Background: an optimization exercise with open tools, aiming at small area and few clock cycles per item. Do not read the settings as production practice.
In this exercise RTL edits were held to simulation tests only and were not proved equivalent to the original.
Power and IR drop assume default switching activity.

==> design/flow/flow/run.sh <==
#!/bin/bash
# Standard layout with four changes:
#  - after the standard synthesis, the combinational logic between the
#    flip-flops is re-mapped by ABC for area (flip-flops kept as they are);
#  - ports are buffered with the smallest buffer (sky130_fd_sc_hd__buf_1);
#  - constant outputs share one tie cell instead of one tie cell each;
#  - the clock tree uses clkbuf_8 buffers and no dummy loads.
set -euo pipefail
here=$(pwd)
R=$here/orfs/results/$FLOW_PLATFORM/vs23_setmode/base
YOSYS=${YOSYS_EXE:-$FLOW_HOME/../tools/install/yosys/bin/yosys}
export BUFFER_PORTS_ARGS="-buffer_cell sky130_fd_sc_hd__buf_1"
export SKIP_REPAIR_TIE_FANOUT=1
# clock tree: clkbuf_8 buffers (the default picks clkbuf_16), no dummy loads
export CTS_ARGS="-sink_clustering_enable -repair_clock_nets -dont_use_dummy_load -buf_list {sky130_fd_sc_hd__clkbuf_4 sky130_fd_sc_hd__clkbuf_8} -sink_clustering_size 8"

# 1. standard synthesis
bash standard.sh synth > synth.log 2>&1
cp -p $R/1_2_yosys.v $R/1_2_yosys_std.v

# 2. re-map the logic between the flip-flops
RESYN_LIB=$FLOW_HOME/platforms/sky130hd/lib/sky130_fd_sc_hd__tt_025C_1v80.lib \
RESYN_DONT_USE="$(cat flow/dont_use.txt)" \
RESYN_IN=$R/1_2_yosys_std.v RESYN_TOP=$FLOW_TOP \
RESYN_WORK=$here RESYN_SEEDS="0 1 2 3" RESYN_T=90 RESYN_LOG=$here/resyn_seeds.log \
RESYN_STAT=$here/resyn_stat.txt RESYN_OUT=$R/1_2_yosys_resyn.v \
  $YOSYS -c flow/resyn.tcl > resyn.log 2>&1
cp $R/1_2_yosys_resyn.v $R/1_2_yosys.v
rm -f $R/1_synth.odb $R/1_synth.sdc

# 3. the rest of the standard flow
bash standard.sh > standard.log 2>&1
==> design/flow/flow/dont_use.txt <==
sky130_fd_sc_hd__probe_p_8
sky130_fd_sc_hd__probec_p_8
sky130_fd_sc_hd__lpflow_bleeder_1
sky130_fd_sc_hd__lpflow_clkbufkapwr_1
sky130_fd_sc_hd__lpflow_clkbufkapwr_16
sky130_fd_sc_hd__lpflow_clkbufkapwr_2
sky130_fd_sc_hd__lpflow_clkbufkapwr_4
sky130_fd_sc_hd__lpflow_clkbufkapwr_8
sky130_fd_sc_hd__lpflow_clkinvkapwr_1
sky130_fd_sc_hd__lpflow_clkinvkapwr_16
sky130_fd_sc_hd__lpflow_clkinvkapwr_2
sky130_fd_sc_hd__lpflow_clkinvkapwr_4
sky130_fd_sc_hd__lpflow_clkinvkapwr_8
sky130_fd_sc_hd__lpflow_decapkapwr_12
sky130_fd_sc_hd__lpflow_decapkapwr_3
sky130_fd_sc_hd__lpflow_decapkapwr_4
sky130_fd_sc_hd__lpflow_decapkapwr_6
sky130_fd_sc_hd__lpflow_decapkapwr_8
sky130_fd_sc_hd__lpflow_inputiso0n_1
sky130_fd_sc_hd__lpflow_inputiso0p_1
sky130_fd_sc_hd__lpflow_inputiso1n_1
sky130_fd_sc_hd__lpflow_inputiso1p_1
sky130_fd_sc_hd__lpflow_inputisolatch_1
sky130_fd_sc_hd__lpflow_isobufsrc_1
sky130_fd_sc_hd__lpflow_isobufsrc_16
sky130_fd_sc_hd__lpflow_isobufsrc_2
sky130_fd_sc_hd__lpflow_isobufsrc_4
sky130_fd_sc_hd__lpflow_isobufsrc_8
sky130_fd_sc_hd__lpflow_isobufsrckapwr_16
sky130_fd_sc_hd__lpflow_lsbuf_lh_hl_isowell_tap_1
sky130_fd_sc_hd__lpflow_lsbuf_lh_hl_isowell_tap_2
sky130_fd_sc_hd__lpflow_lsbuf_lh_hl_isowell_tap_4
sky130_fd_sc_hd__lpflow_lsbuf_lh_isowell_4
sky130_fd_sc_hd__lpflow_lsbuf_lh_isowell_tap_1
sky130_fd_sc_hd__lpflow_lsbuf_lh_isowell_tap_2
sky130_fd_sc_hd__lpflow_lsbuf_lh_isowell_tap_4
==> design/flow/flow/resyn.tcl <==
# Re-map the combinational logic of the standard synthesis for area.
# Every flip-flop instance of the standard netlist is kept as it is (same
# name, same cell); only the gates between them are re-optimised by ABC.
# ABC's deep synthesis is run with a few random seeds; the smallest mapped
# result is kept.
yosys -import
set lib $::env(RESYN_LIB)
set dont_use $::env(RESYN_DONT_USE)
set top $::env(RESYN_TOP)
yosys read_liberty -ignore_miss_func $lib
yosys read_verilog $::env(RESYN_IN)
yosys hierarchy -top $top
# keep sequential cells as instances
yosys setattr -mod -set keep_hierarchy 1 {sky130_fd_sc_hd__*df*} {sky130_fd_sc_hd__*dl*}
yosys flatten
yosys opt_clean -purge
set du {}
foreach c $dont_use { lappend du -dont_use $c }
yosys design -save pre
set best 1e30
set log [open $::env(RESYN_LOG) w]
foreach seed $::env(RESYN_SEEDS) {
  yosys design -load pre
  set f [open $::env(RESYN_WORK)/resyn_$seed.abc w]
  puts $f "strash\n&get -n\n&deepsyn -T $::env(RESYN_T) -S $seed\n&put\ndch -f\namap"
  close $f
  yosys abc -script $::env(RESYN_WORK)/resyn_$seed.abc -liberty $lib {*}$du $top
  yosys opt_clean -purge
  set st [tee -q -s result.string stat -liberty $lib $top]
  set area 1e30
  regexp {Chip area for module '\\[^']*': ([0-9.]+)} $st -> area
  puts $log "seed $seed area $area"
  flush $log
  if {$area < $best} {
    set best $area
    yosys design -save best
  }
}
puts $log "best $best"
close $log
yosys design -load best
# flattening named wires after the cells' pins; drop those names
yosys rename -hide w:*.*
yosys hilomap -singleton -hicell sky130_fd_sc_hd__conb_1 HI -locell sky130_fd_sc_hd__conb_1 LO
yosys insbuf -buf sky130_fd_sc_hd__buf_4 A X
yosys opt_clean -purge
yosys select -module $top
yosys tee -o $::env(RESYN_STAT) stat -liberty $lib
yosys write_verilog -noattr -nohex -nodec -selected $::env(RESYN_OUT)
==> design/flow/standard.sh <==
#!/bin/bash
# synth_recipe.tcl (not shown) runs the flow's synth.tcl, then flattens the netlist and writes it again
# the make line also repeats each setting of config.mk as NAME=value (left out here)
make -C /OpenROAD-flow-scripts/flow DESIGN_CONFIG=/design/flow/config.mk WORK_HOME=/design/flow/orfs CLKGATE_MAP_FILE= SYNTH_SCRIPT=/design/flow/synth_recipe.tcl "${@:-finish}"
==> design/flow/config.mk <==
export PLATFORM = sky130hd
export DESIGN_NAME = vs23_setmode
export DESIGN_NICKNAME = vs23_setmode
export VERILOG_FILES = /design/flow/design.v
export SDC_FILE = /design/flow/constraint.sdc
export NUM_CORES = 4
export LEC_CHECK = 0
export CAP_MARGIN = 20
export CORE_MARGIN = 2
export CORE_UTILIZATION = 40
export SLEW_MARGIN = 20
==> design/flow/constraint.sdc <==
create_clock -name core_clock -period 16.0 [get_ports {clk}]
set_input_delay 3.2000 -clock core_clock [delete_from_list [all_inputs] [get_ports {clk}]]
set_output_delay 3.2000 -clock core_clock [all_outputs]
set_load 0.01 [all_outputs]
==> design/flow/design.v <==
module vs23_setmode (
    input  wire        clk,
    input  wire        rst,             
    input  wire        cmd_valid,
    output wire        cmd_ready,
    input  wire [31:0] cmd_modesel,     
    output wire        tx_valid,
    input  wire        tx_ready,
    output wire        tx_reg,          
    output wire [19:0] tx_addr,         
    output wire [1:0]  tx_len,          
    output wire [31:0] tx_data,         
    output wire [7:0]  err,
    output wire        mode_valid,
    output wire        std_pal,
    output wire        std_il,
    output wire [7:0]  mode_index,
    output wire [19:0] pitch,
    output wire [19:0] base,
    output wire [19:0] index_start,
    output wire [15:0] total_lines,
    output wire [15:0] line_len,
    output wire [15:0] pic_start,
    output wire [15:0] pic_end
);
    function automatic lt10(input [9:0] a, input [9:0] K);
        integer b;
        reg r;
        begin
            r = 1'b0;
            for (b = 0; b < 10; b = b + 1)
                r = K[b] ? (~a[b] | r) : (~a[b] & r);
            lt10 = r;
        end
    endfunction
    reg [1:0] sel_idx;
    reg       sel_pal, sel_il;
    wire      mv = !(sel_idx[1] && sel_idx[0]);
    reg [1:0] err_r;           
    reg [8:0]  c_L;
    reg [9:0]  c_total;
    reg [12:0] c_is;
    reg [12:0] c_base;
    always @(*) begin
        case ({sel_pal, sel_il})
            2'b00: begin c_L = 9'd228; c_total = 10'd262; c_is = 13'd1824; c_base = 13'd2610; end
            2'b01: begin c_L = 9'd228; c_total = 10'd525; c_is = 13'd3648; c_base = 13'd5223; end
            2'b10: begin c_L = 9'd284; c_total = 10'd312; c_is = 13'd2272; c_base = 13'd3208; end
            default: begin c_L = 9'd284; c_total = 10'd625; c_is = 13'd4544; c_base = 13'd6419; end
        endcase
    end
    reg [8:0]  c_pitch;
    reg [3:0]  c_cpp;
    reg [11:0] c_ps, c_pe;
    always @(*) begin
        case ({sel_pal, sel_idx})
            3'b0_00: begin c_pitch = 9'd320; c_cpp = 4'd4;  c_ps = 12'd360; c_pe = 12'd1640; end
            3'b0_01: begin c_pitch = 9'd258; c_cpp = 4'd5;  c_ps = 12'd456; c_pe = 12'd1736; end
            3'b0_10: begin c_pitch = 9'd164; c_cpp = 4'd8;  c_ps = 12'd360; c_pe = 12'd1640; end
            3'b1_00: begin c_pitch = 9'd320; c_cpp = 4'd5;  c_ps = 12'd560; c_pe = 12'd2160; end
            3'b1_01: begin c_pitch = 9'd258; c_cpp = 4'd6;  c_ps = 12'd648; c_pe = 12'd2184; end
            3'b1_10: begin c_pitch = 9'd164; c_cpp = 4'd10; c_ps = 12'd560; c_pe = 12'd2160; end
            default: begin c_pitch = 9'bx;   c_cpp = 4'bx;   c_ps = 12'bx;   c_pe = 12'bx;    end
        endcase
    end
    wire [8:0]  s_pitch = c_pitch & {9{mv}};
    wire [12:0] s_base  = c_base & {13{mv}};
    wire [12:0] s_is    = c_is & {13{mv}};
    wire [9:0]  s_total = c_total & {10{mv}};
    wire [8:0]  s_L     = c_L & {9{mv}};
    wire [11:0] s_ps    = c_ps & {12{mv}};
    wire [11:0] s_pe    = c_pe & {12{mv}};
    wire [3:0]  s_cpp   = c_cpp & {4{mv}};
    wire        s_pal   = sel_pal & mv;
    wire        s_il    = sel_il & mv;
    wire [1:0]  s_idx   = sel_idx & {2{mv}};
    assign err         = {6'd0, err_r};
    assign mode_valid  = mv;
    assign std_pal     = s_pal;
    assign std_il      = s_il;
    assign mode_index  = {6'd0, s_idx};
    assign pitch       = {11'd0, s_pitch};
    assign base        = {7'd0, s_base};
    assign index_start = {7'd0, s_is};
    assign total_lines = {6'd0, s_total};
    assign line_len    = {7'd0, s_L};
    assign pic_start   = {4'd0, s_ps};
    assign pic_end     = {4'd0, s_pe};
    localparam [1:0] S_IDLE = 2'd0, S_VEN0 = 2'd1, S_INDEX = 2'd2, S_REGS = 2'd3;
    reg [3:0]  st;
    reg [9:0]  c;              
    reg [12:0] addr;           
    reg [15:0] acc;            
    wire [2:0] k = st[2:0];
    wire st_proto = st[3];
    wire st_idle  = !st[3] && (st[1:0] == S_IDLE);
    wire st_index = !st[3] && (st[1:0] == S_INDEX);
    wire st_regs  = !st[3] && (st[1:0] == S_REGS);
    wire cmd_ok = (cmd_modesel[31:10] == 22'd0) && (cmd_modesel[7:0] < 8'd3);
    assign cmd_ready = st_idle;
    assign tx_valid  = !st_idle || (cmd_valid && cmd_ok);
    wire fire = tx_valid && tx_ready;
    wire [9:0] i = {1'b0, c[8:0]};   
    wire lt_n = sel_pal ? lt10(i, 10'd20)  : lt10(i, 10'd16);
    wire lt_s = sel_pal ? lt10(i, 10'd9)   : lt10(i, 10'd7);
    wire lt_l = sel_pal ? lt10(i, 10'd120) : lt10(i, 10'd96);
    wire ge_h = sel_pal ? !lt10(i, 10'd142) : !lt10(i, 10'd114);
    wire lt_sm = sel_pal ? lt10(i, 10'd152) : lt10(i, 10'd122);
    wire lt_lm = sel_pal ? lt10(i, 10'd263) : lt10(i, 10'd211);
    wire in_b = sel_pal ? (!lt10(i, 10'd24) && lt10(i, 10'd34)) : (!lt10(i, 10'd18) && lt10(i, 10'd27));
    reg [1:0] sh_start, sh_mid;
    reg       sh_burst;
    always @(*) begin
        if (sel_il) begin
            case (k)
                3'd0: begin sh_start = 2'd1; sh_mid = 2'd0; sh_burst = 1'b1;    end
                3'd1: begin sh_start = 2'd1; sh_mid = 2'd2; sh_burst = sel_pal; end
                3'd2: begin sh_start = 2'd2; sh_mid = 2'd0; sh_burst = sel_pal; end
                3'd3: begin sh_start = 2'd2; sh_mid = 2'd2; sh_burst = 1'b0;    end
                3'd4: begin sh_start = 2'd3; sh_mid = 2'd3; sh_burst = 1'b0;    end
                3'd5: begin sh_start = 2'd3; sh_mid = 2'd2; sh_burst = 1'b0;    end
                3'd6: begin sh_start = 2'd2; sh_mid = 2'd3; sh_burst = 1'b0;    end
                default: begin sh_start = 2'd1; sh_mid = 2'd0; sh_burst = 1'b0; end
            endcase
        end else begin
            case (k[1:0])
                2'd0: begin sh_start = 2'd1; sh_mid = 2'd0; sh_burst = 1'b1; end
                2'd1: begin sh_start = 2'd2; sh_mid = 2'd2; sh_burst = 1'b0; end
                2'd2: begin sh_start = 2'd3; sh_mid = 2'd3; sh_burst = 1'b0; end
                default: begin sh_start = 2'd3; sh_mid = 2'd2; sh_burst = 1'b0; end
            endcase
        end
    end
    wire w_sync = (sh_start == 2'd1 && lt_n) || (sh_start == 2'd2 && lt_s) || (sh_start == 2'd3 && lt_l) ||
                  (sh_mid == 2'd2 && ge_h && lt_sm) || (sh_mid == 2'd3 && ge_h && lt_lm);
    wire w_burst = sh_burst && in_b;
    wire [15:0] word = w_burst ? {sel_pal, sel_pal, 1'b0, sel_pal, 12'hD66} : (w_sync ? 16'h0000 : 16'h0066);
    wire [9:0] n = c;
    localparam [191:0] RK_A = 192'hdd91b00000004b4890000036e48db000001252449;
    localparam [47:0]  RK_B = 48'h4dd933640000;
    localparam [23:0]  RK_C = 24'h4dc99b;
    wire [2:0] rk_a = RK_A[{sel_pal, sel_il, n[3:0]} * 3 +: 3];
    wire [2:0] rk_b = RK_B[n[3:0] * 3 +: 3];
    wire [2:0] rk_c = RK_C[n[2:0] * 3 +: 3];
    wire hi_a = (n[9:4] == 6'd0);
    wire hi_b = sel_il && !sel_pal && (n[9:4] == 6'b010000);
    wire hi_c = sel_il && sel_pal && (n[9:3] == 7'b0100111);
    wire hi_d = sel_il && sel_pal && has1(n, 10'd624);
    wire [2:0] rk = hi_a ? rk_a : hi_b ? rk_b : hi_c ? rk_c : {2'b00, hi_d};
    reg [9:0] P0, Q0, P1, Q1;
    always @(*) begin
        case ({sel_pal, sel_idx})
            3'b0_00: begin P0 = 10'd39; Q0 = 10'd239; P1 = 10'd302; Q1 = 10'd502; end
            3'b0_01: begin P0 = 10'd27; Q0 = 10'd251; P1 = 10'd290; Q1 = 10'd514; end
            3'b0_10: begin P0 = 10'd39; Q0 = 10'd239; P1 = 10'd302; Q1 = 10'd502; end
            3'b1_00: begin P0 = 10'd47; Q0 = 10'd287; P1 = 10'd360; Q1 = 10'd600; end
            3'b1_01: begin P0 = 10'd39; Q0 = 10'd295; P1 = 10'd352; Q1 = 10'd608; end
            3'b1_10: begin P0 = 10'd39; Q0 = 10'd295; P1 = 10'd352; Q1 = 10'd608; end
            default: begin P0 = 10'bx; Q0 = 10'bx; P1 = 10'bx; Q1 = 10'bx; end
        endcase
    end
    reg [2:0] ph;
    wire pic = ph[0];
    wire [9:0] ev = ph[1] ? (ph[0] ? Q1 : P1) : (ph[0] ? Q0 : P0);
    wire ph_step = has1(n, ev) && !ph[2] && !(ph[1:0] == 2'd2 && !sel_il);
    wire [23:0] entry = pic ? {7'b1000000, acc, sel_il} : {1'b0, rk, 20'd0};
    reg [31:0] reg_val;
    always @(*) begin
        case (addr[2:0])
            3'd2: reg_val = {19'd0, s_is};
            3'd1: reg_val = {23'd0, s_L};
            3'd3: reg_val = {4'd0, s_pe, 4'd0, s_ps};
            3'd4: reg_val = {28'd0, s_cpp};
            3'd5: reg_val = {22'd0, s_il, s_pal, 6'd0, s_idx};
            3'd6: reg_val = {22'd0, s_total};
            default: reg_val = 32'd1;
        endcase
    end
    reg [2:0] reg_next;
    always @(*) begin
        case (addr[2:0])
            3'd2: reg_next = 3'd1;
            3'd1: reg_next = 3'd3;
            3'd3: reg_next = 3'd4;
            3'd4: reg_next = 3'd5;
            3'd5: reg_next = 3'd6;
            default: reg_next = 3'd0;
        endcase
    end
    assign tx_reg  = !(st_proto || st_index);
    assign tx_len  = {st_proto || st_index, st_index};
    assign tx_addr = {7'd0, addr};
    assign tx_data = st_proto ? {16'd0, word} : st_index ? {8'd0, entry} : st_regs ? reg_val : 32'd0;
    function automatic has1(input [9:0] a, input [9:0] K);
        has1 = &(a | ~K);
    endfunction
    wire last_w = sel_pal ? has1(i, 10'd283) : has1(i, 10'd227);
    wire last_k = sel_il ? (k == 3'd7) : (k[1:0] == 2'd3);
    reg last_n;
    always @(*) begin
        case ({sel_pal, sel_il})
            2'b00: last_n = has1(n, 10'd261);
            2'b01: last_n = has1(n, 10'd524);
            2'b10: last_n = has1(n, 10'd311);
            default: last_n = has1(n, 10'd624);
        endcase
    end
    always @(posedge clk) begin
        if (st_index && pic) acc <= acc + ({8'd0, s_pitch[8:1]} & {16{fire}});
        else                 acc <= {4'd0, s_base[12:1]};
    end
    wire c_clr = (st_idle && cmd_valid && cmd_ok) || (st_proto && fire && last_w);
    wire c_inc = fire && (st_proto || st_index);
    always @(posedge clk) begin
        if (c_clr) c <= 10'd0;
        else       c <= c + {9'd0, c_inc};
    end
    always @(posedge clk) begin
        if (!st_index) ph <= 3'd0;
        else if (fire && ph_step) ph <= ph + 3'd1;
    end
    always @(posedge clk) begin
        if (rst) begin
            st      <= 4'd0;
            sel_idx <= 2'd3;
            err_r   <= 2'd0;
            addr    <= 13'd0;
        end else if (st_proto) begin
            if (fire) begin
                addr <= addr + 13'd2;
                if (last_w) begin
                    if (last_k) st <= {2'b00, S_INDEX};
                    else        st <= st + 4'd1;
                end
            end
        end else begin
            case (st[1:0])
                S_IDLE: begin
                    if (cmd_valid) begin
                        if (cmd_ok) begin
                            sel_idx <= cmd_modesel[1:0];
                            sel_pal <= cmd_modesel[8];
                            sel_il  <= cmd_modesel[9];
                            err_r   <= 2'd0;
                            st      <= tx_ready ? 4'b1000 : {2'b00, S_VEN0};
                        end else begin
                            err_r   <= (cmd_modesel[31:10] != 22'd0) ? 2'b01 : 2'b11;
                        end
                    end
                end
                S_VEN0: begin
                    if (fire) st <= 4'b1000;
                end
                S_INDEX: begin
                    if (fire) begin
                        if (last_n) begin
                            addr <= 13'd2;
                            st   <= {2'b00, S_REGS};
                        end else begin
                            addr <= addr + 13'd3;
                        end
                    end
                end
                default: begin  
                    if (fire) begin
                        addr <= {10'd0, reg_next};
                        if (addr[2:0] == 3'd0) st <= {2'b00, S_IDLE};
                    end
                end
            endcase
        end
    end
endmodule
==> results.cfg, run 1 <==
[routing]
drcViolationCount = 0
post_drt_via_cell_ratio = 5.611
wl_per_cell_um = 16.53
drt_pass1_iterations = 6
top_layer_used = met4
drt_wl_total_mm = 13.31
ant_nets = 0
wl_met3_mm = 1.257
num_vias = 4517
dr.first_iter.drc_count = 432
met1Wirelength_mm = 5.635
met2_length_mm = 6.073

[grt]
grt_pass1_vias = 4073
grt_max_degree = 93
grt_usage_pct = 21.99
grt.overflow.total = 0
antenna_found_initial = 0
grt_pass1_wl_mm = 20.64

[critical_path]
critPathRequiredTime_ns = 12.80
r2r_slack_ns = 11.06
critical_path.endpoint_type = output pin
rr_worst_depth = 22
start_kind = primary input
criticalPathCategory = in2out
max_stage_delay_ns = 0.51
critical_path_arrival_ns = 5.34
r2r-start = sel_idx[0]
crit_slowest_cell = or4_1
cp_max_fo = 4
r2r-end = acc[15]
crit_chain = buf_1 > clkinv_1 > or4_1 > or4_1 > nor3_1 > nand4_1 > nor2_1 > nor2_1 > clkinv_1 > nor2_1 > clkinv_1 > buf_1

[floorplan]
io_pins = 236
dieArea_um2 = 12010
core.rowCount = 38
fp.dieH_um = 109.6
die_w_um = 109.6
initial_core_util_pct = 41.12
coreArea_um2 = 10840

[timing]
fin_setup_tns_ns = 0
slew_headroom_pct = 39.68
rsz0062_at_grt = false
finalHoldViolations = 0
min_period_over_period_pct = 53.39
fin_skew_ns = 0.02790
worst_pin_slew_ns = 0.9015
layout_min_cycle_time_ns = 8.542
setup_viol = 0
maxSlewViolCount = 0
fmax_ghz = 0.1171

[clock_network]
clock-sinks = 52
clk_path_buf_depth = 2
numCtsBuffers = 5
h-tree-depth = 2
clkTransAtPathRegs_ns = 0.09
postCtsSetupBuffers = 0
root_buffer = clkbuf_8
clock_latency_ns = 0.33
cts_tree = built
cts_resized = 0
ctsHoldBuffers = 0

[pwr]
p_leak_nw = 1.323
p_per_area_nw_per_um2 = 103.8
p_sw_share_pct = 46.85
p_switching_mw = 0.2027
p_total_mw = 0.4326
peakVddDrop_uv = 56.93
p_int_mw = 0.2299
seq_power_share_pct = 40.9
pwr-share-clk_pct = 16.6
pwr-share-comb_pct = 42.5

[layout]
final_cells = 805
final_util_pct = 38.46
drive_above_1_share_pct = 1.053
areaGrowthSynthToFinish_pct = -6.483
final_nets = 703
insertedDiodeCount = 0

[hold_path]
min_to = addr[12]
min_from = addr[12]
whs_path_depth = 1
hp-class = reg2reg

[logic_synthesis]
avgSynthCellArea_um2 = 6.714
synth_area_um2 = 4458
yosys_warnings = 1
synth_cells = 664
syn_nets = 700

[place]
dp_hpwl_mm = 10.36
dp_cells = 800
gp_congestion = 0.9860
portBuffers = 143

[job]
drv_cap = 0

[status]
status = timing/DRC/antenna clean
-- through the flow --
step | hold WS [ns] | worst slack (ns) | cell area (µm²)
floorplan | 0.4287 | 7.847 | 4458
global placement | 0.4446 | 7.516 | 4100
detailed placement | 0.4555 | 7.410 | 4100
CTS | 0.4727 | 7.407 | 4169
global route | 0.5013 | 7.239 | 4169
finish | 0.4691 | 7.458 | 4169
-- worst max-delay path: cells and delay by family --
| family | cells | cell delay [ns] |
|---|---|---|
| buffers and inverters | 5 | 0.40 |
| AND/OR/NAND/NOR | 7 | 1.73 |
-- per-layer routing --
metal / vias to the layer above / track usage, %
li1: 2144 / -
met1: 2064 / 29.85
met2: 273 / 35.19
met3: 36 / 3.734
met4: 0 / 7.595
met5: - / 0
-- registers in the layout, indices dropped and copies added (netlist names) --
| signal | count |
|---|---|
| acc | 16 |
| addr | 13 |
| c | 10 |
| st | 4 |
| ph | 3 |
| err_r | 2 |
| sel_idx | 2 |
| sel_il | 1 |
| sel_pal | 1 |
-- how the worst max path moves through the flow --
| stage | start | to | slack (ns) | cells after the start |
|---|---|---|---|---|
| 2_1_floorplan | cmd_valid | tx_valid | 7.85 | 10 |
| 3_3_place_gp | cmd_valid | tx_valid | 7.52 | 12 |
| 3_5_place_dp | cmd_valid | tx_valid | 7.41 | 12 |
| 4_1_cts | cmd_valid | tx_valid | 7.41 | 12 |
| 5_1_grt | cmd_valid | tx_valid | 7.24 | 12 |
| 6_report | cmd_valid | tx_valid | 7.46 | 12 |
-- power by group through the flow --
stage                     Combinational [mW]  Clock (mW)  Sequential (mW)
after floorplan                        0.152           0            0.168
after global placement                 0.180           0            0.178
after detailed placement               0.181           0            0.178
after CTS                              0.182      0.0744            0.175
after global routing                   0.206      0.0782            0.180
final                                  0.184      0.0719            0.177
-- cell usage in the layout (no fill, tap or decap), types with 3 or more instances in the layout --
cell        n
o221ai_1    8
or3_1       6
nand4_1     3
and2_0      3
o32ai_1     9
a31oi_1     5
a221oi_1    3
or4_1       8
dfxtp_1    50
clkbuf_8    5
o21ai_0    37
nor3_1     34
nor2b_1     3
a21oi_1    22
buf_1     143
o22ai_1     8
and3_1      9
nand2_1    41
a211oi_1   22
clkinv_1   73
o21a_1      6
nand3_1     7
nor2_1    129
-- layout make-up --
cell class,instances,area [µm²]
repair buffers,145,551.8
flip-flops and latches,52,1061
well taps,140,175.2
clock buffers,5,68.82
multi-input cells,390,2038
inverters,73,274.0
fillers,1223,6671
Testbench counts, summed over its fixed seeds: cycles 142,200, commands 72.
==> run 2: changes to the inputs <==
--- a/design/flow/design.v
+++ b/design/flow/design.v
@@ -89,5 +89,5 @@
     localparam [1:0] S_IDLE = 2'd0, S_VEN0 = 2'd1, S_INDEX = 2'd2, S_REGS = 2'd3;
     reg [3:0]  st;
-    reg [9:0]  c;              
+    reg [8:0]  c;              
     reg [12:0] addr;           
     reg [15:0] acc;            
@@ -101,5 +101,5 @@
     assign tx_valid  = !st_idle || (cmd_valid && cmd_ok);
     wire fire = tx_valid && tx_ready;
-    wire [9:0] i = {1'b0, c[8:0]};   
+    wire [9:0] i = {1'b0, c};
     wire lt_n = sel_pal ? lt10(i, 10'd20)  : lt10(i, 10'd16);
     wire lt_s = sel_pal ? lt10(i, 10'd9)   : lt10(i, 10'd7);
@@ -136,32 +136,28 @@
     wire w_burst = sh_burst && in_b;
     wire [15:0] word = w_burst ? {sel_pal, sel_pal, 1'b0, sel_pal, 12'hD66} : (w_sync ? 16'h0000 : 16'h0066);
-    wire [9:0] n = c;
-    localparam [191:0] RK_A = 192'hdd91b00000004b4890000036e48db000001252449;
-    localparam [47:0]  RK_B = 48'h4dd933640000;
-    localparam [23:0]  RK_C = 24'h4dc99b;
-    wire [2:0] rk_a = RK_A[{sel_pal, sel_il, n[3:0]} * 3 +: 3];
-    wire [2:0] rk_b = RK_B[n[3:0] * 3 +: 3];
-    wire [2:0] rk_c = RK_C[n[2:0] * 3 +: 3];
-    wire hi_a = (n[9:4] == 6'd0);
-    wire hi_b = sel_il && !sel_pal && (n[9:4] == 6'b010000);
-    wire hi_c = sel_il && sel_pal && (n[9:3] == 7'b0100111);
-    wire hi_d = sel_il && sel_pal && has1(n, 10'd624);
-    wire [2:0] rk = hi_a ? rk_a : hi_b ? rk_b : hi_c ? rk_c : {2'b00, hi_d};
-    reg [9:0] P0, Q0, P1, Q1;
+    wire [8:0] n = c;
+    reg        field;          
+    localparam [383:0] RK_A = 384'h9b9330000000000000000026ec99b0000000000000000000dd91b00000004b4890000036e48db000001252449;
+    wire [2:0] rk_a = RK_A[{field, sel_pal, sel_il, n[3:0]} * 3 +: 3];
+    wire fb = sel_il && !field && (sel_pal ? has1({1'b0, n}, 10'd312) : has1({1'b0, n}, 10'd262));
+    wire last_n = (field || !sel_il) && (sel_pal ? has1({1'b0, n}, 10'd311) : has1({1'b0, n}, 10'd261));
+    wire [2:0] rk = (n[8:4] == 5'd0) ? rk_a :
+                    fb ? {1'b0, sel_pal, 1'b1} :
+                    {2'b00, last_n && sel_pal && sel_il};
+    reg [8:0] P, Q;
     always @(*) begin
         case ({sel_pal, sel_idx})
-            3'b0_00: begin P0 = 10'd39; Q0 = 10'd239; P1 = 10'd302; Q1 = 10'd502; end
-            3'b0_01: begin P0 = 10'd27; Q0 = 10'd251; P1 = 10'd290; Q1 = 10'd514; end
-            3'b0_10: begin P0 = 10'd39; Q0 = 10'd239; P1 = 10'd302; Q1 = 10'd502; end
-            3'b1_00: begin P0 = 10'd47; Q0 = 10'd287; P1 = 10'd360; Q1 = 10'd600; end
-            3'b1_01: begin P0 = 10'd39; Q0 = 10'd295; P1 = 10'd352; Q1 = 10'd608; end
-            3'b1_10: begin P0 = 10'd39; Q0 = 10'd295; P1 = 10'd352; Q1 = 10'd608; end
-            default: begin P0 = 10'bx; Q0 = 10'bx; P1 = 10'bx; Q1 = 10'bx; end
-        endcase
-    end
-    reg [2:0] ph;
+            3'b0_00: begin P = 9'd39; Q = 9'd239; end
+            3'b0_01: begin P = 9'd27; Q = 9'd251; end
+            3'b0_10: begin P = 9'd39; Q = 9'd239; end
+            3'b1_00: begin P = 9'd47; Q = 9'd287; end
+            3'b1_01: begin P = 9'd39; Q = 9'd295; end
+            3'b1_10: begin P = 9'd39; Q = 9'd295; end
+            default: begin P = 9'bx;  Q = 9'bx;  end
+        endcase
+    end
+    reg [1:0] ph;
     wire pic = ph[0];
-    wire [9:0] ev = ph[1] ? (ph[0] ? Q1 : P1) : (ph[0] ? Q0 : P0);
-    wire ph_step = has1(n, ev) && !ph[2] && !(ph[1:0] == 2'd2 && !sel_il);
+    wire ph_step = has1({1'b0, n}, {1'b0, ph[0] ? Q : P}) && !ph[1];
     wire [23:0] entry = pic ? {7'b1000000, acc, sel_il} : {1'b0, rk, 20'd0};
     reg [31:0] reg_val;
@@ -197,26 +193,24 @@
     wire last_w = sel_pal ? has1(i, 10'd283) : has1(i, 10'd227);
     wire last_k = sel_il ? (k == 3'd7) : (k[1:0] == 2'd3);
-    reg last_n;
-    always @(*) begin
-        case ({sel_pal, sel_il})
-            2'b00: last_n = has1(n, 10'd261);
-            2'b01: last_n = has1(n, 10'd524);
-            2'b10: last_n = has1(n, 10'd311);
-            default: last_n = has1(n, 10'd624);
-        endcase
-    end
     always @(posedge clk) begin
         if (st_index && pic) acc <= acc + ({8'd0, s_pitch[8:1]} & {16{fire}});
         else                 acc <= {4'd0, s_base[12:1]};
     end
-    wire c_clr = (st_idle && cmd_valid && cmd_ok) || (st_proto && fire && last_w);
+    wire c_clr = (st_idle && cmd_valid && cmd_ok) || (st_proto && fire && last_w) || (st_index && fire && fb);
     wire c_inc = fire && (st_proto || st_index);
     always @(posedge clk) begin
-        if (c_clr) c <= 10'd0;
-        else       c <= c + {9'd0, c_inc};
-    end
-    always @(posedge clk) begin
-        if (!st_index) ph <= 3'd0;
-        else if (fire && ph_step) ph <= ph + 3'd1;
+        if (c_clr) c <= 9'd0;
+        else       c <= c + {8'd0, c_inc};
+    end
+    always @(posedge clk) begin
+        if (!st_index) begin
+            ph    <= 2'd0;
+            field <= 1'b0;
+        end else if (fire && fb) begin
+            ph    <= 2'd0;
+            field <= 1'b1;
+        end else if (fire && ph_step) begin
+            ph    <= ph + 2'd1;
+        end
     end
     always @(posedge clk) begin
--- a/design/flow/flow/run.sh
+++ b/design/flow/flow/run.sh
@@ -13,5 +13,5 @@
 export SKIP_REPAIR_TIE_FANOUT=1
 # clock tree: clkbuf_8 buffers (the default picks clkbuf_16), no dummy loads
-export CTS_ARGS="-sink_clustering_enable -repair_clock_nets -dont_use_dummy_load -buf_list {sky130_fd_sc_hd__clkbuf_4 sky130_fd_sc_hd__clkbuf_8} -sink_clustering_size 8"
+export CTS_ARGS="-sink_clustering_enable -repair_clock_nets -dont_use_dummy_load -buf_list {sky130_fd_sc_hd__clkbuf_16} -sink_clustering_size 64 -sink_clustering_max_diameter 500"
 
 # 1. standard synthesis
@@ -23,5 +23,5 @@
 RESYN_DONT_USE="$(cat flow/dont_use.txt)" \
 RESYN_IN=$R/1_2_yosys_std.v RESYN_TOP=$FLOW_TOP \
-RESYN_WORK=$here RESYN_SEEDS="0 1 2 3" RESYN_T=90 RESYN_LOG=$here/resyn_seeds.log \
+RESYN_WORK=$here RESYN_SEEDS="0" RESYN_T=20 RESYN_LOG=$here/resyn_seeds.log \
 RESYN_STAT=$here/resyn_stat.txt RESYN_OUT=$R/1_2_yosys_resyn.v \
   $YOSYS -c flow/resyn.tcl > resyn.log 2>&1
==> results.cfg, run 2 <==
[status]
status = timing/DRC/antenna clean

[pwr]
pwr-share-comb_pct = 17.3
p_sw_share_pct = 31.43
p_total_mw = 0.2937
peakVddDrop_uv = 39.62
p_leak_nw = 1.389
p_per_area_nw_per_um2 = 71.48
p_int_mw = 0.2014
p_switching_mw = 0.09232
pwr-share-clk_pct = 34.8
seq_power_share_pct = 47.9

[logic_synthesis]
synth_cells = 649
synth_area_um2 = 4334
syn_nets = 685
avgSynthCellArea_um2 = 6.678
yosys_warnings = 1

[floorplan]
coreArea_um2 = 10700
io_pins = 236
die_w_um = 108.1
core.rowCount = 38
initial_core_util_pct = 40.51
fp.dieH_um = 108.1
dieArea_um2 = 11680

[place]
dp_hpwl_mm = 9.943
dp_slack_ns = 7.318
portBuffers = 143
dp_cells = 786
gp_congestion = 0.9502
dpl-instance-area_um2 = 3984

[critical_path]
critPathRequiredTime_ns = 12.80
r2r_slack_ns = 11.38
critical_path_arrival_ns = 5.45
critical_path.endpoint_type = output pin
crit_start = cmd_valid
endpoint = tx_valid
r2r-end = acc[15]
cp_max_fo = 4
criticalPathCategory = in2out
r2r-start = sel_idx[1]
rr_worst_depth = 27
start_kind = primary input

[routing]
wl_per_cell_um = 15.85
drt_pass1_iterations = 5
num_vias = 4208
met1Wirelength_mm = 5.374
top_layer_used = met4
wl_met3_um = 990
drcViolationCount = 0
ant_nets = 0
dr.first_iter.drc_count = 275
met2_length_mm = 5.895
drt_wl_total_mm = 12.54
post_drt_via_cell_ratio = 5.320

[clock_network]
ctsHoldBuffers = 0
h-tree-depth = 2
cts_resized = 0
clkTransAtPathRegs_ns = 0.06
clock_latency_ns = 0.29
clock-sinks = 51
numCtsBuffers = 5
cts_tree = built
clk_path_buf_depth = 2
root_buffer = clkbuf_16
postCtsSetupBuffers = 0

[grt]
antenna_found_initial = 0
grt_max_degree = 93
grt_pass1_vias = 3673
grt_pass1_wl_mm = 19.43
grt.overflow.total = 0
grt_usage_pct = 21.10

[layout]
final_cell_mix = buf_1, nor2_1, clkinv_1, dfxtp_1, nand2_1
largest_register = acc
drive_above_1_share_pct = 1.229
areaGrowthSynthToFinish_pct = -5.196
final_nets = 689
multi_input_area_um2 = 1938
insertedDiodeCount = 0
design_area_um2 = 4109
fill_cells = 1185
layout.area.seq_um2 = 1041
largest_reg_flops = 16
top_regs = acc: 16 flops, addr: 13 flops, c: 9 flops
final_cells = 791
layout_commonest_cell = buf_1

[timing]
fin_setup_tns_ns = 0
rsz0062_at_grt = false
fmax_ghz = 0.1156
slew_headroom_pct = 45.93
worst_pin_slew_ns = 0.8081
maxSlewViolCount = 0
fin_skew_ns = 0.01596
fin_ws_ns = 7.351
min_period_over_period_pct = 54.06
finalHoldViolations = 0
layout_min_cycle_time_ns = 8.649
setup_viol = 0

[hold_path]
hp-class = reg2reg

[job]
drv_cap = 0
-- run 2: power by group through the flow --
stage / registers [mW] / clock network (mW) / logic, mW
floorplan: 0.141 / 0 / 0.0545
global placement: 0.143 / 0 / 0.0500
detailed placement: 0.143 / 0 / 0.0501
CTS: 0.140 / 0.104 / 0.0504
global route: 0.142 / 0.108 / 0.0579
finish: 0.141 / 0.102 / 0.0508
-- run 2: layout make-up --
class	instances	area share, %
Timing Repair Buffer	146	13.61
Clock buffer	5	3.045
Tap cell	140	4.263
Sequential cell	51	25.34
Inverter	72	6.577
Multi-Input combinational cell	377	47.17
-- run 2: stage by stage --
step	hold WS [ns]	utilization, %
global placement	0.4292	37.24
floorplan	0.4166	-
finish	0.4435	38.41
CTS	0.4446	38.41
detailed placement	0.4364	37.24
global route	0.4677	38.41
-- run 2: worst max-delay path: stages --
cell      delay (ns)
buf_1           0.11
clkinv_1        0.08
or4_1           0.50
or4_1           0.40
nor3_1          0.14
nand3_1         0.11
or4b_1          0.59
nand2_1         0.15
buf_1           0.16
-- run 2: routing by layer --
metal  track usage (%)  vias up
met2             35.27      198
met3             3.134       26
met1             28.46     1920
met4             5.495        0
li1                  -     2064
met5                 0        -
-- run 2: worst min path at each step --
stage / startpoint / end / slack [ns] / cells after the start
final: acc[15] / acc[15] / 0.44 / 1
after global routing: acc[15] / acc[15] / 0.47 / 1
after CTS: acc[15] / acc[15] / 0.44 / 1
after detailed placement: acc[15] / acc[15] / 0.44 / 1
after global placement: acc[15] / acc[15] / 0.43 / 1
after floorplan: acc[15] / acc[15] / 0.42 / 1
Testbench counts of run 2, summed over its fixed seeds: cycles 142,200, commands 72.
==> run 3: changes to the inputs <==
--- a/design/flow/flow/run.sh
+++ b/design/flow/flow/run.sh
@@ -13,5 +13,5 @@
 export SKIP_REPAIR_TIE_FANOUT=1
 # clock tree: clkbuf_8 buffers (the default picks clkbuf_16), no dummy loads
-export CTS_ARGS="-sink_clustering_enable -repair_clock_nets -dont_use_dummy_load -buf_list {sky130_fd_sc_hd__clkbuf_16} -sink_clustering_size 64 -sink_clustering_max_diameter 500"
+export CTS_ARGS="-sink_clustering_enable -repair_clock_nets -dont_use_dummy_load -buf_list {sky130_fd_sc_hd__clkbuf_8} -sink_clustering_size 30 -sink_clustering_max_diameter 500"
 
 # 1. standard synthesis
==> results.cfg, run 3 <==
[grt]
grt.overflow.total = 0
grt_pass1_wl_mm = 19.44
antenna_found_initial = 0
grt_max_degree = 93
grt_pass1_vias = 3663
grt_usage_pct = 21.13

[floorplan]
core.rowCount = 38
die_w_um = 108.1
io_pins = 236
fp.dieH_um = 108.1
coreArea_um2 = 10700
dieArea_um2 = 11680
initial_core_util_pct = 40.51

[timing]
setup_viol = 0
fin_ws_ns = 7.354
slew_headroom_pct = 46.93
fin_skew_ns = 0.02010
layout_min_cycle_time_ns = 8.646
fin_setup_tns_ns = 0
fmax_ghz = 0.1157
min_period_over_period_pct = 54.04
maxSlewViolCount = 0
worst_pin_slew_ns = 0.7858
rsz0062_at_grt = false
finalHoldViolations = 0

[layout]
largest_reg_flops = 16
final_nets = 689
layout.area.seq_um2 = 1041
areaGrowthSynthToFinish_pct = -6.495
largest_register = acc
layout_commonest_cell = buf_1
final_cells = 791
design_area_um2 = 4053
final_util_pct = 37.88
top_regs = acc: 16 flops, addr: 13 flops, c: 9 flops
multi_input_area_um2 = 1938
fill_cells = 1192
final_cell_mix = buf_1, nor2_1, clkinv_1, dfxtp_1, nand2_1
insertedDiodeCount = 0
drive_above_1_share_pct = 1.229

[place]
dpl-instance-area_um2 = 3984
portBuffers = 143
dp_cells = 786
gp_congestion = 0.9502
dp_hpwl_mm = 9.943
dp_slack_ns = 7.318

[clock_network]
clkTransAtPathRegs_ns = 0.08
clock-sinks = 51
postCtsSetupBuffers = 0
numCtsBuffers = 5
cts_resized = 0
h-tree-depth = 2
ctsHoldBuffers = 0
clock_latency_ns = 0.31
root_buffer = clkbuf_8
cts_tree = built
clk_path_buf_depth = 2

[logic_synthesis]
avgSynthCellArea_um2 = 6.678
synth_cells = 649
yosys_warnings = 1
synth_area_um2 = 4334
syn_nets = 685

[critical_path]
max_stage_delay_ns = 0.59
cpLargestDelayFamily = simple AND/OR/NAND/NOR gates
crit_chain = buf_1 > clkinv_1 > or4_1 > or4_1 > nor3_1 > nand3_1 > or4b_1 > nand2_1 > buf_1
path_buf_inv = 3
crit_slowest_cell = or4b_1
start_kind = primary input
critical_path_arrival_ns = 5.45
criticalPathCategory = in2out
critical_path.endpoint_type = output pin
critPathRequiredTime_ns = 12.80
cp_max_fo = 4

[routing]
drt_wl_total_mm = 12.56
drcViolationCount = 0
ant_nets = 0
num_vias = 4213
post_drt_via_cell_ratio = 5.326
wl_per_cell_um = 15.88
drt_pass1_iterations = 7
dr.first_iter.drc_count = 293

[pwr]
p_leak_nw = 1.363
peakVddDrop_uv = 39.52
p_per_area_nw_per_um2 = 64.99

[status]
status = timing/DRC/antenna clean

[job]
drv_cap = 0

[hold_path]
hp-class = reg2reg
## run 3: cell count changes in the layout (fill, tap and decap cells not counted)
| cell | delta |
|---|---|
| clkbuf_8 | +5 |
| clkbuf_16 | -5 |
## run 3: worst register-to-register path, stage by stage, from the launching register on
cell and delay, ns:
dfxtp_1 0.45, clkinv_1 0.21, nor2_1 0.40, clkinv_1 0.19
nor2_1 0.30, clkinv_1 0.18, nand2_1 0.11, nand2_1 0.09
nor2_1 0.14, clkinv_1 0.10, nor2b_1 0.19, nand2_1 0.09
nand2_1 0.08, nand2_1 0.10, nor2_1 0.15, a21oi_1 0.07
nand2_1 0.09, nand3_1 0.10, o21ai_0 0.19, nand2_1 0.13
nor2_1 0.17, and2_0 0.19, nand2_1 0.10, nor2_1 0.21
nand2_1 0.12, nor2_1 0.16, o21ai_0 0.10, a21oi_1 0.12
## run 3: worst paths after layout
path,startpoint,endpoint,slack [ns],cells past startpoint
max,cmd_valid,tx_valid,7.35,9
max reg2reg,sel_idx[1],acc[15],11.38,27
min,acc[15],acc[15],0.45,1
min reg2reg,acc[15],acc[15],0.45,1
## run 3: through the flow
step,power (mW),hold WS (ns)
after floorplan,0.1951,0.4166
after global placement,0.1933,0.4292
after detailed placement,0.1932,0.4364
after CTS,0.2647,0.4477
after global routing,0.2785,0.4712
final,0.2634,0.4468
## run 3: final cells by class
type                       count  area share (%)
tap                          140           4.322
inverter                      72           6.669
multi-input combinational    377           47.82
timing repair buffer         146           13.80
clock buffer                   5           1.698
sequential                    51           25.69
## run 3: power by group
part / leakage, nW / internal (mW) / switching, mW / total (mW)
registers: 0.414 / 0.132 / 0.00831 / 0.141
logic: 0.913 / 0.0135 / 0.0373 / 0.0509
clock network: 0.0359 / 0.0284 / 0.0435 / 0.0719
total: 1.36 / 0.174 / 0.0891 / 0.263
## run 3: per-layer routing
metal,global-route usage [%],vias up,routed length (µm)
li1,-,2068,-
met5,0,-,0
met2,35.44,198,5983
met3,2.893,17,877
met1,28.75,1930,5469
met4,4.945,0,229
==> run 4: changes to the inputs <==
--- a/design/flow/flow/run.sh
+++ b/design/flow/flow/run.sh
@@ -13,5 +13,5 @@
 export SKIP_REPAIR_TIE_FANOUT=1
 # clock tree: clkbuf_8 buffers (the default picks clkbuf_16), no dummy loads
-export CTS_ARGS="-sink_clustering_enable -repair_clock_nets -dont_use_dummy_load -buf_list {sky130_fd_sc_hd__clkbuf_8} -sink_clustering_size 30 -sink_clustering_max_diameter 500"
+export CTS_ARGS="-sink_clustering_enable -repair_clock_nets -dont_use_dummy_load -buf_list {sky130_fd_sc_hd__clkbuf_4 sky130_fd_sc_hd__clkbuf_8} -sink_clustering_size 8"
 
 # 1. standard synthesis
--- a/design/flow/config.mk
+++ b/design/flow/config.mk
@@ -6,6 +6,6 @@
 export NUM_CORES = 4
 export LEC_CHECK = 0
-export CAP_MARGIN = 20
+export CAP_MARGIN = 0
 export CORE_MARGIN = 2
-export CORE_UTILIZATION = 40
-export SLEW_MARGIN = 20
+export CORE_UTILIZATION = 55
+export SLEW_MARGIN = 0
==> results.cfg, run 4 <==
[grt]
antenna_found_initial = 0
grt_usage_pct = 28.09
grt.overflow.total = 0
grt_max_degree = 93
grt_pass1_vias = 3747
grt_pass1_wl_mm = 19.00

[place]
dpl-instance-area_um2 = 3929
dp_hpwl_mm = 9.712
gp_congestion = 0.9692
portBuffers = 143
dp_cells = 747

[timing]
whs_ns = 0.4379
finalHoldViolations = 0
slew_headroom_pct = 26.53
min_period_over_period_pct = 54.26
maxSlewViolCount = 0
fin_setup_tns_ns = 0
setup_viol = 0
layout_min_cycle_time_ns = 8.681
fmax_ghz = 0.1152
rsz0062_at_grt = false
worst_pin_slew_ns = 1.098
fin_skew_ns = 0.01894

[critical_path]
crit_chain = buf_1 > clkinv_1 > or4_1 > or4_1 > nor3_1 > nand3_1 > or4b_1 > nand2_1 > buf_1
cp_max_fo = 4
cpLargestDelayFamily = simple AND/OR/NAND/NOR gates
criticalPathCategory = in2out
critPathRequiredTime_ns = 12.80
critical_path_arrival_ns = 5.48
critical_path.endpoint_type = output pin
path_buf_inv = 3
start_kind = primary input
max_stage_delay_ns = 0.59
crit_slowest_cell = or4b_1

[layout]
largest_register = acc
design_area_um2 = 3998
largest_reg_flops = 16
final_nets = 688
final_cell_mix = buf_1, nor2_1, clkinv_1, dfxtp_1, nand2_1
final_cells = 752
insertedDiodeCount = 0
layout_commonest_cell = buf_1
areaGrowthSynthToFinish_pct = -7.766
top_regs = acc: 16 flops, addr: 13 flops, c: 9 flops
drive_above_1_share_pct = 1.077

[floorplan]
initial_core_util_pct = 56.38
dieArea_um2 = 8606
core.rowCount = 32
fp.dieH_um = 92.77
io_pins = 236
die_w_um = 92.77
coreArea_um2 = 7687

[logic_synthesis]
yosys_warnings = 1
synth_area_um2 = 4334
synth_cells = 649
avgSynthCellArea_um2 = 6.678
syn_nets = 685

[pwr]
peakVddDrop_uv = 37.78
p_sw_share_pct = 33.79
seq_power_share_pct = 53.4
pwr-share-clk_pct = 27.4
p_per_area_nw_per_um2 = 65.82
pwr-share-comb_pct = 19.2
p_switching_mw = 0.08890
p_leak_nw = 1.358
p_total_mw = 0.2631
p_int_mw = 0.1742

[routing]
drt_wl_total_mm = 12.21
num_vias = 4261
ant_nets = 0
dr.first_iter.drc_count = 211
post_drt_via_cell_ratio = 5.666
wl_per_cell_um = 16.23
drcViolationCount = 0
drt_pass1_iterations = 5

[clock_network]
cts_resized = 0
clock-sinks = 51
clkTransAtPathRegs_ns = 0.08
numCtsBuffers = 5
clk_path_buf_depth = 2
postCtsSetupBuffers = 0
root_buffer = clkbuf_8
ctsHoldBuffers = 0
clock_latency_ns = 0.32
h-tree-depth = 2
cts_tree = built

[status]
status = timing/DRC/antenna clean

[job]
drv_cap = 0

[hold_path]
hp-class = reg2reg
run 4: routing by layer:
metal | part of all wire, % | vias up | track usage (%)
li1 | - | 2075 | -
met1 | 43 | 1935 | 37.63
met3 | 7.3 | 25 | 3.499
met4 | 2.7 | 0 | 9.926
met5 | 0 | - | 0
met2 | 47 | 226 | 46.50
run 4: through the flow:
stage          worst slack, ns  utilization, %
3_3_place_gp             7.396           51.11
3_5_place_dp             7.302           51.11
2_1_floorplan            7.731               -
4_1_cts                  7.305           52.00
6_report                 7.319           52.00
5_1_grt                  7.158           52.00
run 4: path summary, 6_finish.rpt:
| check | from | end | slack, ns | cells past startpoint |
|---|---|---|---|---|
| hold reg to reg | acc[15] | acc[15] | 0.44 | 1 |
| hold / removal | acc[15] | acc[15] | 0.44 | 1 |
| setup reg to reg | sel_idx[1] | acc[15] | 11.46 | 27 |
| setup / recovery | cmd_valid | tx_valid | 7.32 | 9 |
run 4: cell type report:
class / count / area (µm²)
fillers: 840 / 3690
flip-flops and latches: 51 / 1041
multi-input cells: 377 / 1938
well taps: 102 / 127.6
inverters: 72 / 270.3
clock buffers: 5 / 68.82
repair buffers: 145 / 551.8
run 4: power by group through the flow:
stage	logic [mW]	registers [mW]	clock network [mW]
3_5_place_dp	0.0494	0.143	0
3_3_place_gp	0.0499	0.144	0
5_1_grt	0.0562	0.141	0.0770
2_1_floorplan	0.0545	0.141	0
6_report	0.0504	0.141	0.0721
4_1_cts	0.0496	0.140	0.0719
==> run 5: changes to the inputs <==
--- a/design/flow/flow/run.sh
+++ b/design/flow/flow/run.sh
@@ -23,5 +23,5 @@
 RESYN_DONT_USE="$(cat flow/dont_use.txt)" \
 RESYN_IN=$R/1_2_yosys_std.v RESYN_TOP=$FLOW_TOP \
-RESYN_WORK=$here RESYN_SEEDS="0" RESYN_T=20 RESYN_LOG=$here/resyn_seeds.log \
+RESYN_WORK=$here RESYN_SEEDS="0 1 2 3" RESYN_T=90 RESYN_LOG=$here/resyn_seeds.log \
 RESYN_STAT=$here/resyn_stat.txt RESYN_OUT=$R/1_2_yosys_resyn.v \
   $YOSYS -c flow/resyn.tcl > resyn.log 2>&1
--- a/design/flow/config.mk
+++ b/design/flow/config.mk
@@ -6,6 +6,6 @@
 export NUM_CORES = 4
 export LEC_CHECK = 0
-export CAP_MARGIN = 0
+export CAP_MARGIN = 20
 export CORE_MARGIN = 2
-export CORE_UTILIZATION = 55
-export SLEW_MARGIN = 0
+export CORE_UTILIZATION = 40
+export SLEW_MARGIN = 20
==> results.cfg, run 5 <==
[timing]
maxSlewViolCount = 0
whs_ns = 0.4655
fmax_ghz = 0.1130
fin_ws_ns = 7.154
fin_skew_ns = 0.01152
worst_pin_slew_ns = 0.9884
min_period_over_period_pct = 55.29
slew_headroom_pct = 33.86
finalHoldViolations = 0
rsz0062_at_grt = false
setup_viol = 0
fin_setup_tns_ns = 0
layout_min_cycle_time_ns = 8.846

[grt]
grt_usage_pct = 20.62
antenna_found_initial = 0
grt.overflow.total = 0
grt_pass1_wl_mm = 19.18
grt_pass1_vias = 3860
grt_max_degree = 93

[floorplan]
core.rowCount = 37
fp.dieH_um = 107.9
io_pins = 236
initial_core_util_pct = 41.44
dieArea_um2 = 11640
die_w_um = 107.9
coreArea_um2 = 10420

[critical_path]
start_kind = primary input
r2r_slack_ns = 11.33
path_buf_inv = 4
critical_path.endpoint_type = output pin
crit_chain = buf_1 > clkinv_1 > or4_1 > or4_1 > nor3_1 > nand3_1 > nor4b_1 > nor2_1 > clkinv_1 > buf_1
crit_slowest_cell = nor4b_1
cp_max_fo = 5
cpLargestDelayFamily = simple AND/OR/NAND/NOR gates
crit_cells = 10
max_stage_delay_ns = 0.72
critPathRequiredTime_ns = 12.80
critical_path_arrival_ns = 5.65
rr_worst_depth = 27
criticalPathCategory = in2out

[place]
dp_cells = 779
dp_slack_ns = 7.161
dp_hpwl_mm = 9.831
gp_congestion = 0.9272
dpl-instance-area_um2 = 3939
portBuffers = 143

[pwr]
p_total_mw = 0.2168
pwr-share-clk_pct = 33.1
p_per_area_nw_per_um2 = 54.09
seq_power_share_pct = 59.1
p_int_mw = 0.1594
pwr-share-comb_pct = 7.8
p_sw_share_pct = 26.45
p_switching_mw = 0.05734
peakVddDrop_uv = 36.80
p_leak_nw = 1.318

[routing]
dr.first_iter.drc_count = 228
num_vias = 4168
wl_per_cell_um = 15.87
drt_pass1_iterations = 5
drcViolationCount = 0
drt_wl_total_mm = 12.44
post_drt_via_cell_ratio = 5.316
ant_nets = 0

[clock_network]
clk_path_buf_depth = 2
cts_tree = built
numCtsBuffers = 5
postCtsSetupBuffers = 0
ctsHoldBuffers = 0
clkTransAtPathRegs_ns = 0.10
cts_resized = 0
h-tree-depth = 2
root_buffer = clkbuf_8
clock-sinks = 51
clock_latency_ns = 0.31

[layout]
drive_above_1_share_pct = 0.7716
insertedDiodeCount = 0
design_area_um2 = 4008
top_regs = acc: 16 flops, addr: 13 flops, c: 9 flops
areaGrowthSynthToFinish_pct = -7.160
final_cell_mix = buf_1, nor2_1, clkinv_1, dfxtp_1, nand2_1
largest_reg_flops = 16
largest_register = acc
final_cells = 784
layout_commonest_cell = buf_1
final_util_pct = 38.47
final_nets = 686

[hold_path]
whs_path_depth = 1
hp-class = reg2reg

[logic_synthesis]
synth_cells = 649
syn_nets = 685
synth_area_um2 = 4317
avgSynthCellArea_um2 = 6.651
yosys_warnings = 1

[job]
drv_cap = 0

[status]
status = timing/DRC/antenna clean
==> run 5: worst register-to-register path, stage by stage, from the launching register on <==
cell and delay, ns:
dfxtp_1 0.43, clkinv_1 0.29, nor2_1 0.40, clkinv_1 0.18, nor3_1 0.30, nor2_1 0.10
nor2_1 0.15, clkinv_1 0.11, nor2_1 0.14, clkinv_1 0.13, or3_1 0.38, o21ai_0 0.11
nand2_1 0.11, clkinv_1 0.08, nor2_1 0.05, nor2_1 0.08, a21oi_1 0.05, nor2_1 0.15
and2_0 0.17, nor2_1 0.06, nor2_1 0.18, nand2_1 0.11, nor2_1 0.14, nand2_1 0.11
nor2_1 0.20, nand2_1 0.13, nor2_1 0.14, o32ai_1 0.10
==> run 5: worst paths after layout <==
path,end,from
setup / recovery,tx_valid,cmd_valid
hold reg to reg,acc[15],acc[15]
hold / removal,acc[15],acc[15]
setup reg to reg,acc[15],sel_idx[0]
==> run 5: power by group through the flow <==
stage / Clock [mW] / Sequential, mW / Combinational [mW]
after global routing: 0.0779 / 0.128 / 0.0192
final: 0.0718 / 0.128 / 0.0168
after CTS: 0.0739 / 0.128 / 0.0167
after detailed placement: 0 / 0.131 / 0.0167
after global placement: 0 / 0.131 / 0.0166
after floorplan: 0 / 0.131 / 0.0290
==> run 5: cell type report <==
type                    instances  area [µm²]
fillers                      1162        6409
multi-input cells             378        1924
flip-flops and latches         51        1041
repair buffers                143       536.8
inverters                      71       266.5
well taps                     136       170.2
clock buffers                   5       68.82
==> run 5: metal layers <==
metal	track usage, %	wire length (µm)	up-vias
li1	-	-	2053
met1	27.27	5488	1928
met2	34.95	5929	173
met3	3.208	835	14
met4	5.220	191	0
met5	0	0	-
==> run 6: changes to the inputs <==
--- a/design/flow/design.v
+++ b/design/flow/design.v
@@ -64,14 +64,18 @@
         endcase
     end
+    localparam [8:0]  NP_L     = 9'd228;
+    localparam [9:0]  NP_TOTAL = 10'd262;
+    localparam [12:0] NP_IS    = 13'd1824;
+    localparam [12:0] NP_BASE  = 13'd2610;
     wire [8:0]  s_pitch = c_pitch & {9{mv}};
-    wire [12:0] s_base  = c_base & {13{mv}};
-    wire [12:0] s_is    = c_is & {13{mv}};
-    wire [9:0]  s_total = c_total & {10{mv}};
-    wire [8:0]  s_L     = c_L & {9{mv}};
+    wire [12:0] s_base  = c_base & ({13{mv}} | ~NP_BASE);
+    wire [12:0] s_is    = c_is & ({13{mv}} | ~NP_IS);
+    wire [9:0]  s_total = c_total & ({10{mv}} | ~NP_TOTAL);
+    wire [8:0]  s_L     = c_L & ({9{mv}} | ~NP_L);
     wire [11:0] s_ps    = c_ps & {12{mv}};
     wire [11:0] s_pe    = c_pe & {12{mv}};
     wire [3:0]  s_cpp   = c_cpp & {4{mv}};
-    wire        s_pal   = sel_pal & mv;
-    wire        s_il    = sel_il & mv;
+    wire        s_pal   = sel_pal;
+    wire        s_il    = sel_il;
     wire [1:0]  s_idx   = sel_idx & {2{mv}};
     assign err         = {6'd0, err_r};
@@ -218,4 +222,6 @@
             st      <= 4'd0;
             sel_idx <= 2'd3;
+            sel_pal <= 1'b0;
+            sel_il  <= 1'b0;
             err_r   <= 2'd0;
             addr    <= 13'd0;
--- a/design/flow/flow/run.sh
+++ b/design/flow/flow/run.sh
@@ -23,5 +23,5 @@
 RESYN_DONT_USE="$(cat flow/dont_use.txt)" \
 RESYN_IN=$R/1_2_yosys_std.v RESYN_TOP=$FLOW_TOP \
-RESYN_WORK=$here RESYN_SEEDS="0 1 2 3" RESYN_T=90 RESYN_LOG=$here/resyn_seeds.log \
+RESYN_WORK=$here RESYN_SEEDS="0 1 2 3 4 5" RESYN_T=60 RESYN_LOG=$here/resyn_seeds.log \
 RESYN_STAT=$here/resyn_stat.txt RESYN_OUT=$R/1_2_yosys_resyn.v \
   $YOSYS -c flow/resyn.tcl > resyn.log 2>&1
==> results.cfg, run 6 <==
[status]
status = timing/DRC/antenna clean

[timing]
setup_viol = 0
rsz0062_at_grt = false
slew_headroom_pct = 42.82
maxSlewViolCount = 0
finalHoldViolations = 0
worst_pin_slew_ns = 0.8556
layout_min_cycle_time_ns = 8.302
fmax_ghz = 0.1205
fin_setup_tns_ns = 0
fin_ws_ns = 7.698
fin_skew_ns = 0.01652
min_period_over_period_pct = 51.89

[floorplan]
dieArea_um2 = 11470
initial_core_util_pct = 41.18
io_pins = 236
fp.dieH_um = 107.1
core.rowCount = 37
coreArea_um2 = 10320
die_w_um = 107.1

[clock_network]
clock_latency_ns = 0.31
postCtsSetupBuffers = 0
root_buffer = clkbuf_8
clkTransAtPathRegs_ns = 0.09
cts_resized = 0
numCtsBuffers = 5
clk_path_buf_depth = 2
cts_tree = built
ctsHoldBuffers = 0
h-tree-depth = 2
clock-sinks = 51

[grt]
grt_pass1_vias = 3786
grt_pass1_wl_mm = 19.66
grt.overflow.total = 0
grt_max_degree = 93
antenna_found_initial = 0
grt_usage_pct = 21.38

[layout]
final_nets = 666
insertedDiodeCount = 0
largest_register = acc
layout_commonest_cell = buf_1
areaGrowthSynthToFinish_pct = -6.651
drive_above_1_share_pct = 1.274
largest_reg_flops = 16
top_regs = acc: 16 flops, addr: 13 flops, c: 9 flops
final_cell_mix = buf_1, nor2_1, clkinv_1, dfxtp_1
fill_cells = 1146

[logic_synthesis]
synth_cells = 625
syn_nets = 661
avgSynthCellArea_um2 = 6.803
yosys_warnings = 1
synth_area_um2 = 4252

[critical_path]
crit_chain = buf_1 > or4_1 > or4_1 > a2111oi_0 > or2_0 > buf_1
cp_max_fo = 3
critical_path.endpoint_type = output pin
criticalPathCategory = in2out
start_kind = primary input
critPathRequiredTime_ns = 12.80
max_stage_delay_ns = 0.51
crit_slowest_cell = or4_1
critical_path_arrival_ns = 5.10

[routing]
dr.first_iter.drc_count = 259
post_drt_via_cell_ratio = 5.524
drt_wl_total_mm = 12.67
wl_per_cell_um = 16.58
drt_pass1_iterations = 5
ant_nets = 0
num_vias = 4220
drcViolationCount = 0

[pwr]
p_per_area_nw_per_um2 = 72.28
p_leak_nw = 1.310
peakVddDrop_uv = 47.60

[place]
portBuffers = 143
dp_slack_ns = 7.675
gp_congestion = 0.9305
dp_hpwl_mm = 9.881

[job]
drv_cap = 0

[hold_path]
hp-class = reg2reg
## run 6: cell type report
type	instances	area [µm²]	area share [%]
tap	136	170.2	4.288
clock buffer	5	68.82	1.734
sequential	51	1021	25.73
multi-input combinational	366	1924	48.49
timing repair buffer	146	559.3	14.09
inverter	60	225.2	5.675
## run 6: through the flow
step / instance area, µm² / hold WS [ns] / utilization, % / cells / power (mW)
global placement: 3900 / 0.4443 / 37.78 / 759 / 0.2142
floorplan: 4252 / 0.4332 / - / 625 / 0.2121
global route: 3969 / 0.4854 / 38.44 / 764 / 0.3007
CTS: 3969 / 0.4634 / 38.44 / 764 / 0.2858
detailed placement: 3900 / 0.4498 / 37.78 / 759 / 0.2158
finish: 3969 / 0.4603 / 38.44 / 764 / 0.2869
## run 6: worst max-delay path, delay by kind of cell
family          cells  cell delay (ns)
simple gates        3             1.26
compound gates      1             0.37
buf+inv             2             0.27
## run 6: report_power, final
group / total [mW] / switching (mW) / internal [mW] / leakage (nW)
combinational: 0.0697 / 0.0480 / 0.0217 / 0.861
clock: 0.0714 / 0.0430 / 0.0284 / 0.0359
sequential: 0.146 / 0.0121 / 0.134 / 0.413
## run 6: path summary, 6_finish.rpt
check | startpoint | endpoint | slack [ns] | depth (start not counted)
min | acc[15] | acc[15] | 0.46 | 1
min reg2reg | acc[15] | acc[15] | 0.46 | 1
max reg2reg | sel_idx[0] | acc[15] | 11.30 | 23
max | cmd_modesel[18] | tx_valid | 7.70 | 6
## run 6: routing by layer
layer | up-vias | GRT usage [%] | routed length [µm]
met1 | 1947 | 26.92 | 5407
met5 | - | 0 | 0
li1 | 2017 | - | -
met4 | 0 | 7.978 | 369
met2 | 224 | 36.57 | 5976
met3 | 32 | 3.404 | 917
Testbench counts of run 6, summed over its fixed seeds: cycles 142,200, commands 72.

-- separate check: timing with driven ports --
In the flow no input, the clock included, has a driving cell. The finished layouts below were timed again as built, in two steps. Step 1 (the two cells are an assumption about what drives the block):
set clk [get_ports {clk}]
set_driving_cell -lib_cell sky130_fd_sc_hd__clkbuf_16 $clk
set_driving_cell -lib_cell sky130_fd_sc_hd__buf_2 [delete_from_list [all_inputs] $clk]
Step 2 adds t to the input delays and takes it off the output delays; t is the mean of the earliest and latest rising clock arrival at the registers after step 1. Input paths then give back, and output paths get back, about the clock's delay inside the block. Three values: ideal ports, drivers, drivers and shift; two values: the first two.
| run | shift t [ns] | setup slack, ns | worst setup path at the end | clock arrival spread, ns |
|---|---|---|---|---|
| run 1 | 0.348 | 7.458 / 7.437 / 7.437 | input to output | 0.029 / 0.028 |
| run 2 | 0.323 | 7.351 / 7.325 / 7.325 | input to output | 0.016 / 0.016 |
| run 3 | 0.332 | 7.354 / 7.328 / 7.328 | input to output | 0.021 / 0.020 |
| run 4 | 0.342 | 7.319 / 7.293 / 7.293 | input to output | 0.019 / 0.019 |
| run 5 | 0.333 | 7.154 / 7.129 / 7.129 | input to output | 0.011 / 0.012 |
| run 6 | 0.336 | 7.698 / 7.674 / 7.674 | input to output | 0.017 / 0.017 |
After both steps every run listed still meets setup and hold.
